From an optimization exercise on the open Yosys and OpenROAD flow, aimed at small area; shortcuts taken in it are not production practice.
In this exercise RTL edits were held to simulation tests only and were not proved equivalent to the original. The flow treats the clock pin as an ideal source, which a real chip does not have.

Setup of v6:
==> flow/design.v <==
module e1_realign (
    input  wire        clk,
    input  wire        rst,         
    input  wire        set_valid,   
    input  wire [15:0] set_nbits,
    input  wire        in_valid,
    input  wire [7:0]  in_byte,
    output reg         out_valid,
    output reg  [7:0]  out_byte
);
    reg [7:0]   offset;             
    reg [4:0]   zl;                 
    wire clr = rst | set_valid;
    reg  [3:0]  c4;                 
    reg  [1:0]  c2_n;               
    reg         c1;                 
    wire [7:0]  u4_n, u2, u1_n;
    e1_realign_muxi8 m_u4 (.s(offset[2]), .a(in_byte), .b({c4,   in_byte[7:4]}), .y(u4_n));
    e1_realign_muxi8 m_u2 (.s(offset[1]), .a(u4_n),    .b({c2_n, u4_n[7:2]}),    .y(u2));
    e1_realign_muxi8 m_u1 (.s(offset[0]), .a(u2),      .b({c1,   u2[7:1]}),      .y(u1_n));
    reg  [127:0] s16_n;             
    reg  [63:0]  s8;                
    reg  [31:0]  s4_n;              
    reg  [15:0]  s2;                
    reg  [7:0]   s1_n;              
    wire [7:0]  v16, v8_n, v4, v2_n, v1;
    e1_realign_muxi8 m_v16 (.s(offset[7]), .a(u1_n), .b(s16_n[127:120]), .y(v16));
    e1_realign_muxi8 m_v8  (.s(offset[6]), .a(v16),  .b(s8[63:56]),      .y(v8_n));
    e1_realign_muxi8 m_v4  (.s(offset[5]), .a(v8_n), .b(s4_n[31:24]),    .y(v4));
    e1_realign_muxi8 m_v2  (.s(offset[4]), .a(v4),   .b(s2[15:8]),       .y(v2_n));
    e1_realign_muxi8 m_v1  (.s(offset[3]), .a(v2_n), .b(s1_n),           .y(v1));
    always @(posedge clk) begin
        out_valid <= in_valid & ~rst & ~set_valid;
        out_byte  <= (zl != 5'd0) ? 8'd0 : v1;
        if (in_valid) begin
            s16_n <= {s16_n[119:0], u1_n};
            s8    <= {s8[55:0],     v16};
            s4_n  <= {s4_n[23:0],   v8_n};
            s2    <= {s2[7:0],      v4};
            s1_n  <= v2_n;
        end
        if (clr) begin
            c4   <= 4'd0;
            c2_n <= 2'b11;
            c1   <= 1'b0;
        end else if (in_valid) begin
            c4   <= in_byte[3:0];
            c2_n <= u4_n[1:0];
            c1   <= u2[0];
        end
        if (rst) begin
            offset <= 8'd0;
            zl     <= 5'd0;
        end else if (set_valid) begin
            offset <= set_nbits[7:0];
            zl     <= set_nbits[7:3];
        end else if (in_valid && zl != 5'd0) begin
            zl     <= zl - 5'd1;
        end
    end
endmodule
module e1_realign_muxi8 (
    input  wire       s,
    input  wire [7:0] a,
    input  wire [7:0] b,
    output wire [7:0] y
);
    assign y = ~(s ? b : a);
endmodule
Settings: LEC_CHECK=0, CAP_MARGIN=20, CORE_MARGIN=2, CORE_UTILIZATION=55, SLEW_MARGIN=20, SYNTH_HIERARCHICAL=1, SYNTH_MINIMUM_KEEP_SIZE=0; clock period 10.0 ns.
standard.sh (not shown) runs the stock make flow with config.mk's settings and CLKGATE_MAP_FILE= SYNTH_SCRIPT=/design/flow/synth_recipe.tcl, a recipe that flattens the netlist after the stock synthesis.
==> flow/flow/run.sh <==
#!/bin/bash
# The standard layout (the standard.sh) with two changes:
#  - ports are buffered with the smallest buffer, sky130_fd_sc_hd__buf_1;
#  - clock tree synthesis builds the tree from small clock buffers and adds
#    no dummy loads.
# Synthesis, floorplan, power grid, placement and routing are the standard ones.
set -euo pipefail
export BUFFER_PORTS_ARGS="-buffer_cell sky130_fd_sc_hd__buf_1"
export CTS_ARGS="-sink_clustering_enable -repair_clock_nets -dont_use_dummy_load -buf_list {sky130_fd_sc_hd__clkbuf_16} -sink_clustering_size 35 -sink_clustering_max_diameter 100 -root_buf sky130_fd_sc_hd__clkbuf_4 -tree_buf sky130_fd_sc_hd__clkbuf_4"
bash standard.sh finish > standard_make.log 2>&1
Inputs modified between v6 and v7:
--- a/flow/design.v
+++ b/flow/design.v
@@ -27,13 +27,13 @@
     e1_realign_muxi8 m_v16 (.s(offset[7]), .a(u1_n), .b(s16_n[127:120]), .y(v16));
     e1_realign_muxi8 m_v8  (.s(offset[6]), .a(v16),  .b(s8[63:56]),      .y(v8_n));
     e1_realign_muxi8 m_v4  (.s(offset[5]), .a(v8_n), .b(s4_n[31:24]),    .y(v4));
     e1_realign_muxi8 m_v2  (.s(offset[4]), .a(v4),   .b(s2[15:8]),       .y(v2_n));
     e1_realign_muxi8 m_v1  (.s(offset[3]), .a(v2_n), .b(s1_n),           .y(v1));
     always @(posedge clk) begin
-        out_valid <= in_valid & ~rst & ~set_valid;
+        out_valid <= in_valid & ~rst;
         out_byte  <= (zl != 5'd0) ? 8'd0 : v1;
         if (in_valid) begin
             s16_n <= {s16_n[119:0], u1_n};
             s8    <= {s8[55:0],     v16};
             s4_n  <= {s4_n[23:0],   v8_n};
             s2    <= {s2[7:0],      v4};
Notes after the runs:
Maximum net fanout on the critical path, v7 and v6: lower on v6
Final core utilization: v7 vs v6, no meaningful difference
Diff v6 -> v7: starting density of the core neither gained nor lost much, overall fraction of global-route tracks in use lost 0.40 points, count of plain and timing-repair buffers picked up an extra 3.2%, largest voltage drop on the vdd net picked up an extra 53%, number of global-route vias before repair picked up an extra about 0.8%.
Diff v7..v6 | synthesized cell count | unchanged
Post-layout instance area essentially unchanged between v6 and v7.
Final routed wirelength across all metal layers, v7 vs v6: down by a few percent
Vias: v7 below v6
Where worst setup slack is concerned, v6 is better than v7.
Lower HPWL reported at the end of detailed placement among v7 and v6: v7
For area overhead of the layout relative to synthesis, v7 and v6 come out practically identical.

==> static timing again, ports no longer ideal <==
The flow's constraints put no driver on any port. The routed layouts listed below were extracted and timed again, unchanged, in two steps. Step 1 assumes that a clkbuf_16 drives the clock port and a buf_2 every other input. Step 2 moves the port delays by t, midway between the first and last clock arrival at a register: inputs arrive t later, outputs are due t later. That takes back most of the time a late clock gives input paths. Slacks: ideal ports / drivers / drivers and shift; pairs: ideal ports / drivers.
| run | shift t [ns] | setup slack, ns | worst register clock-pin slew, ns | worst data-port slew with drivers (ns) |
|---|---|---|---|---|
| v6 | 0.595 | 6.605 / 6.621 / 6.027 | 0.12 / 0.12 | 0.04 |
| v7 | 0.603 | 5.925 / 5.937 / 5.333 | 0.12 / 0.12 | 0.05 |
After both steps every run listed still meets setup and hold. For v7, which loses most, drivers alone change the setup slack by +0.012 ns; drivers and shift together by -0.592 ns.
